Source: an optimization exercise on an open RTL-to-GDS flow (aim: small area, a short achievable clock period and few clock cycles per item). Production flows keep margins and buffers that such runs may drop.
For this run, only the layout was checked, not whether the RTL still works.
Power and IR drop assume default switching activity.

==> design.v <==
module tpe_fparse (
    input  wire         clk,
    input  wire         rst,
    input  wire         in_valid,
    input  wire [7:0]   in_data,
    input  wire         in_last,
    output wire         in_ready,
    output reg          out_valid,
    input  wire         out_ready,
    output reg          out_end,
    output reg  [7:0]   out_kind,
    output reg          out_success,
    output reg  [31:0]  out_word,
    output reg  [15:0]  out_period,
    output reg          out_flag,
    output reg  [103:0] out_temps,
    output reg  [15:0]  out_cursor
);
    localparam [7:0]  SYNC0       = 8'hCA;
    localparam [7:0]  SYNC1       = 8'hFE;
    localparam [15:0] CRC_POLY    = 16'h1021;
    localparam [15:0] CRC_INIT    = 16'hFFFF;
    localparam [7:0]  MT_SETID    = 8'h01;
    localparam [7:0]  MT_SETCOLOR = 8'h02;
    localparam [7:0]  MT_SESSION  = 8'h03;
    localparam [7:0]  MT_LOG      = 8'h04;
    localparam [7:0]  MT_SETPRED  = 8'h05;
    localparam [7:0]  MT_OVERTEMP = 8'h06;
    localparam [7:0]  LOG_MIN_LEN      = 8'd17;
    localparam [7:0]  SESSION_MIN_LEN  = 8'd6;
    localparam [7:0]  OVERTEMP_MIN_LEN = 8'd1;
    localparam        PBUF_BYTES  = 17;    
    function [15:0] crc_byte;
        input [15:0] c_in;
        input [7:0]  b;
        reg   [15:0] c;
        integer      i;
        begin
            c = c_in ^ {b, 8'h00};
            for (i = 0; i < 8; i = i + 1)
                c = c[15] ? ((c << 1) ^ CRC_POLY) : (c << 1);
            crc_byte = c;
        end
    endfunction
    reg  [15:0] pos;           
    reg  [15:0] fstart;        
    reg  [8:0]  fidx;          
    reg         stopped;       
    reg  [15:0] crc_rx;
    reg  [15:0] crc;
    reg  [7:0]  mtype;
    reg         success;
    reg  [7:0]  plen;
    reg  [7:0]  pbuf [0:PBUF_BYTES-1];
    reg         end_pending;
    reg  [15:0] end_cursor;
    wire out_free = !out_valid || out_ready;
    assign in_ready = out_free && !end_pending;
    wire take = in_valid && in_ready;
    wire [15:0] crc_next = crc_byte((fidx == 9'd4) ? CRC_INIT : crc, in_data);
    wire [8:0]  pidx     = fidx - 9'd7;            
    wire        type_ok  = (in_data >= MT_SETID) && (in_data <= MT_OVERTEMP);
    reg  [7:0]  p [0:PBUF_BYTES-1];
    integer k;
    always @(*) begin
        for (k = 0; k < PBUF_BYTES; k = k + 1)
            p[k] = (fidx >= 9'd7 && pidx == k) ? in_data : pbuf[k];
    end
    reg  frame_done;
    reg  sync_bad;
    reg  [7:0] cur_len;
    always @(*) begin
        sync_bad   = 1'b0;
        frame_done = 1'b0;
        cur_len    = plen;
        case (fidx)
            9'd0: sync_bad = (in_data != SYNC0);
            9'd1: sync_bad = (in_data != SYNC1);
            9'd4: sync_bad = !type_ok;
            9'd6: begin
                cur_len    = in_data;
                frame_done = (in_data == 8'd0);
            end
            default: frame_done = (fidx >= 9'd7) && (pidx == {1'b0, plen} - 9'd1);
        endcase
    end
    wire crc_good = (crc_next == crc_rx);
    reg  rec_ok;
    always @(*) begin
        case (mtype)
            MT_LOG:      rec_ok = (cur_len >= LOG_MIN_LEN);
            MT_SESSION:  rec_ok = (cur_len >= SESSION_MIN_LEN);
            MT_OVERTEMP: rec_ok = (cur_len >= OVERTEMP_MIN_LEN);
            default:     rec_ok = 1'b1;
        endcase
    end
    wire emit_rec  = take && !stopped && frame_done && crc_good && rec_ok;
    wire frame_ok  = take && !stopped && frame_done && crc_good;
    wire go_stop   = take && !stopped && (sync_bad || (frame_done && !crc_good));
    wire [15:0] cursor_now = frame_ok ? pos + 16'd1 : fstart;
    wire emit_end  = take && in_last;
    always @(posedge clk) begin
        if (rst) begin
            pos         <= 16'd0;
            fstart      <= 16'd0;
            fidx        <= 9'd0;
            stopped     <= 1'b0;
            end_pending <= 1'b0;
            out_valid   <= 1'b0;
        end else begin
            if (out_valid && out_ready)
                out_valid <= 1'b0;
            if (end_pending && out_free) begin
                out_valid   <= 1'b1;
                out_end     <= 1'b1;
                out_cursor  <= end_cursor;
                end_pending <= 1'b0;
            end
            if (take) begin
                if (in_last) begin
                    pos     <= 16'd0;
                    fstart  <= 16'd0;
                    fidx    <= 9'd0;
                    stopped <= 1'b0;
                end else begin
                    pos <= pos + 16'd1;
                    if (go_stop) begin
                        stopped <= 1'b1;
                    end else if (frame_ok) begin
                        fstart <= pos + 16'd1;
                        fidx   <= 9'd0;
                    end else if (!stopped) begin
                        fidx <= fidx + 9'd1;
                    end
                end
                if (!stopped) begin
                    case (fidx)
                        9'd2: crc_rx[7:0]  <= in_data;
                        9'd3: crc_rx[15:8] <= in_data;
                        9'd4: mtype        <= in_data;
                        9'd5: success      <= (in_data != 8'd0);
                        9'd6: plen         <= in_data;
                        default: ;
                    endcase
                    if (fidx >= 9'd4)
                        crc <= crc_next;
                    if (fidx >= 9'd7 && pidx < PBUF_BYTES)
                        pbuf[pidx[4:0]] <= in_data;
                end
                if (emit_rec) begin
                    out_valid   <= 1'b1;
                    out_end     <= 1'b0;
                    out_kind    <= mtype;
                    out_success <= success;
                    out_word    <= {p[3], p[2], p[1], p[0]};
                    out_period  <= {p[5], p[4]};
                    out_flag    <= (p[0] != 8'd0);
                    out_temps   <= {p[16], p[15], p[14], p[13], p[12], p[11], p[10],
                                    p[9], p[8], p[7], p[6], p[5], p[4]};
                    if (emit_end) begin
                        end_pending <= 1'b1;
                        end_cursor  <= cursor_now;
                    end
                end else if (emit_end) begin
                    out_valid  <= 1'b1;
                    out_end    <= 1'b1;
                    out_cursor <= cursor_now;
                end
            end
        end
    end
endmodule
==> run.sh <==
#!/bin/bash
# synth_recipe.tcl (not shown) runs the flow's synth.tcl, then flattens the netlist and writes it again
# the make line also repeats each setting of config.mk as NAME=value (left out here)
make -C /OpenROAD-flow-scripts/flow DESIGN_CONFIG=/design/flow/config.mk WORK_HOME=/design/flow/orfs CLKGATE_MAP_FILE= SYNTH_SCRIPT=/design/flow/synth_recipe.tcl finish
==> config.mk <==
export PLATFORM = sky130hd
export DESIGN_NAME = tpe_fparse
export DESIGN_NICKNAME = tpe_fparse
export VERILOG_FILES = /design/flow/design.v
export SDC_FILE = /design/flow/constraint.sdc
export NUM_CORES = 4
export LEC_CHECK = 0
export CAP_MARGIN = 20
export CORE_MARGIN = 2
export CORE_UTILIZATION = 40
export SLEW_MARGIN = 20
==> constraint.sdc <==
create_clock -name core_clock -period 4.5 [get_ports {clk}]
set_input_delay 0.9000 -clock core_clock [delete_from_list [all_inputs] [get_ports {clk}]]
set_output_delay 0.9000 -clock core_clock [all_outputs]
set_load 0.01 [all_outputs]
==> run notes <==
* Peak per-stage delay on the critical path at 0.56 ns
* Ys async rst share at 0%
* Starting Density at 40.3%
* Clock sink total at 408
* Synth area leaders: edfxtp_1 (62%), mux2_2 (9.3%), dfxtp_1 (5.0%)
* Detail-routed via count per cell at 5.10
* Post-CTS Resized at 0
* Worst-Skew Late Latency at 0.57 ns
* Startpoint types: flip-flop
* Synth Area per Inst at 14.9 um^2
* Biggest area consumer among synthesized cells: edfxtp_1
* Syn_nets at 1,211
* Reg area at 11,800 um^2
* Worst-path fanout max at 13
* Hold Path Class: flip-flop to flip-flop
* Placed cell area at 20,600 um^2
* Port Buffers at 193
* Hpwl dp at 26,800 um
* Fin nets at 1,435
* Fin area at 22,000 um^2
* Relative slew slack at 39.1%
* Crit Path Class: flip-flop to flip-flop
* Top-count cell post-synth: edfxtp_1
* Simple-gate share of the synthesized area at 7.53%
* Main combinational cell family by area after synthesis: multiplexers
* Worst path required time at 4.81 ns
* Outcome: timing/DRC/antenna clean
* Full die area at 45,900 um^2
* Post-synth top flop: edfxtp_1
* Die height at 214 um
* H-Tree Depth at 2
* Compound-Gate Fraction of Synth Area at 4.92%
* Post-route DRC violation count at 0
* Power Density at 357 nW/um^2
* FILL cells at 3,739
* Post-synthesis mux area share at 11.7%
* Seq/Total Area, Yosys at 66.8%
* First-pass DRT Iterations at 4
* Period minus WS final at 3.76 ns
* Crit-path cells: buf_4, ha_1, a2111oi_0, xnor2_1, nand3_1, nor3_1, nand2_1, nor2_1, mux2_2
* Largest delay share family, worst path: simple AND/OR/NAND/NOR gates
* Area of the multi-input gates at 5460 um^2
* Max-Cap Viols at 0
* Element type at the critical path end: flip-flop
* CTS Buffer Depth at 3
* Area fraction of the dominant cell type after synthesis at 61.8%
* Synth Area in XOR/XNOR at 5.78%
* Final hold slack at 0.451 ns
* Wirelength per Cell at 20.0 um
* Core ar. at 43,900 um^2
* Final setup viols at 0
* Worst Max-Slew Pin Slew at 0.909 ns
* Clk root buf: clkbuf_16
* Share of layout cells above drive strength 1 at 21.1%
* GR Overflow Total at 0
* CTS clock-pin slew for the worst setup and hold paths at 0.06 ns
* Hold_buf cts at 0
* Netlist cell types at 69
* Largest net degree at the start of global routing at 41
* Setup TNS at 0 ns
* # IOs at 194
* Synth Register Bits at 408
* Worst VDD drop at 0.303 mV
* Bufs and invs on worst path at 1
* Final Slew Violations at 0
* Yosys warning count at 2
* WP data arrival at 4.07 ns
* CTS Buf Count at 44
* Leak at 7.57 nW
* Post-synth EDFFs at 364
* Number of global-route vias before repair at 10,400
* Worst Skew at 0.0145 ns
* Post-synth top cells: edfxtp_1 (364), mux2_2 (146), nor2_1 (90), xnor2_1 (65), nand2_1 (51)
* Slowest-stage cell, CP: a2111oi_0
* Setup bufs post-CTS at 0
* 1st-iter DRT viols at 651
* Fmax at 0.266 GHz
* Post-synthesis adder-cell area fraction at 0.495%
* RSZ-0062 raised after global routing: no
* Via count at 10,400
* Fin. Hold Viols at 0
* Final wirelength at 40,900 um
* CTS tree: yes
* Antenna violations before repair at 2
* Rows at 77
* Total Routing Usage GR at 17.8%
* Mapped cell area at 17,700 um^2
* P&R area growth vs syn at 24.1%
* Fin crit share at 83.6%
* Wire length of the first global-routing pass at 63,100 um
* Die Span X at 214 um
* Placer Congestion at 0.799
* Antenna-violating nets left at 0
* Mapped Cells at 1,191
-- power by group --
part           switching, mW  total (mW)  internal (mW)
combinational          0.167       0.270          0.103
clock                   1.47        3.43           1.97
sequential            0.0144        4.13           4.12
-- worst reg2reg max path, delay by kind of cell (launching register included) --
kind                     cells  cell delay, ns
flip-flops                   1            0.33
buffers and inverters        1            0.19
adder cells (fa/ha/maj)      1            0.39
XOR/XNOR                     1            0.25
AND/OR/NAND/NOR              4            1.39
multiplexers                 1            0.41
AO/OA/AOI/OAI                1            0.56
-- path summary, 6_finish.rpt --
check / startpoint / endpoint / slack [ns] / cells after the start
hold / removal: mtype[3] / out_kind[3] / 0.45 / 0
hold reg to reg: mtype[3] / out_kind[3] / 0.45 / 0
setup reg to reg: fidx[0] / out_temps[94] / 0.74 / 9
setup / recovery: fidx[0] / out_temps[94] / 0.74 / 9
-- layout make-up --
type                    count  share of cell area, %
diodes                      1                 0.0114
clock buffers              53                   5.29
multi-input cells         678                   24.8
well taps                 592                   3.37
clock inverters            27                  0.957
repair buffers            255                   11.2
flip-flops and latches    408                   53.8
inverters                  28                  0.479
-- layer usage --
metal	routed length, um	part of all wire, %	GRT usage (%)
met5	13	0.032	0
met4	918	2.2	4.61
met3	2020	4.9	3.77
met2	19100	47	28.2
met1	18900	46	24.9
-- cells by family (layout without fill, tap and decap cells) --
group                      Yosys count  in the layout
buffers and inverters              105            363
muxes                              188            188
and+or+nand+nor                    257            257
xor gates and xnor gates            98             98
DFF                                408            408
other                                0              1
AOI/OAI and AO/OA                  128            128
adders and majority gates            7              7
-- per-stage QoR --
step                      util (%)  setup WS [ns]  cells  power, mW
final                         50.0          0.739   2042       7.83
after global routing          50.0          0.300   2041       8.10
after CTS                     50.0          0.775   2041       7.93
after detailed placement      46.9          0.490   1961       4.48
after global placement        46.9          0.535   1961       4.48
after floorplan                  -         -0.727   1191       4.36
-- state kept, by name, summed over array words and instances (netlist names), 8 cells and up --
| name | count |
|---|---|
| out_cursor | 16 |
| pos | 16 |
| fstart | 16 |
| mtype | 8 |
| fidx | 9 |
| out_temps | 104 |
| pbuf | 136 |
| out_word | 32 |
| plen | 8 |
| crc_rx | 16 |
| out_kind | 8 |
| crc | 16 |
| end_cursor | 16 |
-- cell usage in the layout (no fill, tap or decap), types with 8 or more instances in the layout --
cell	count
a21oi_1	23
a22oi_1	10
and3_1	21
buf_12	9
buf_2	8
buf_4	53
clkbuf_16	44
clkdlybuf4s50_1	185
clkinv_1	9
clkinv_2	11
dfxtp_1	44
edfxtp_1	364
inv_1	28
mux2_2	146
mux2i_1	41
nand2_1	51
nand3_1	11
nor2_1	89
nor3_1	13
nor3b_1	9
o21ai_0	22
o21ai_1	15
o2bb2ai_1	15
xnor2_1	63
xor2_1	20

-- port drivers added, routing unchanged --
Ports are ideal in the flow. The routed layout listed here was re-timed in OpenROAD.
Step 1 sets driving cells, clkbuf_16 on the clock port and buf_2 on the other inputs (assumed; they add their load-dependent delay and slew).
Step 2 adds t to the input delays and takes it off the output delays; t is the mean of the earliest and latest rising clock arrival at the registers after step 1. Input paths then give back, and output paths get back, about the clock's delay inside the block.
Three values: ideal ports, drivers, drivers and shift; two values: the first two.
t (ns): 0.615
setup WS [ns]: 0.739 / 0.739 / 0.440
slew at the worst register clock pin (ns): 0.06 / 0.06
After both steps setup and hold are still met in this run. The setup slack of this run moves by 0.000 ns with the drivers and by -0.299 ns with both steps.
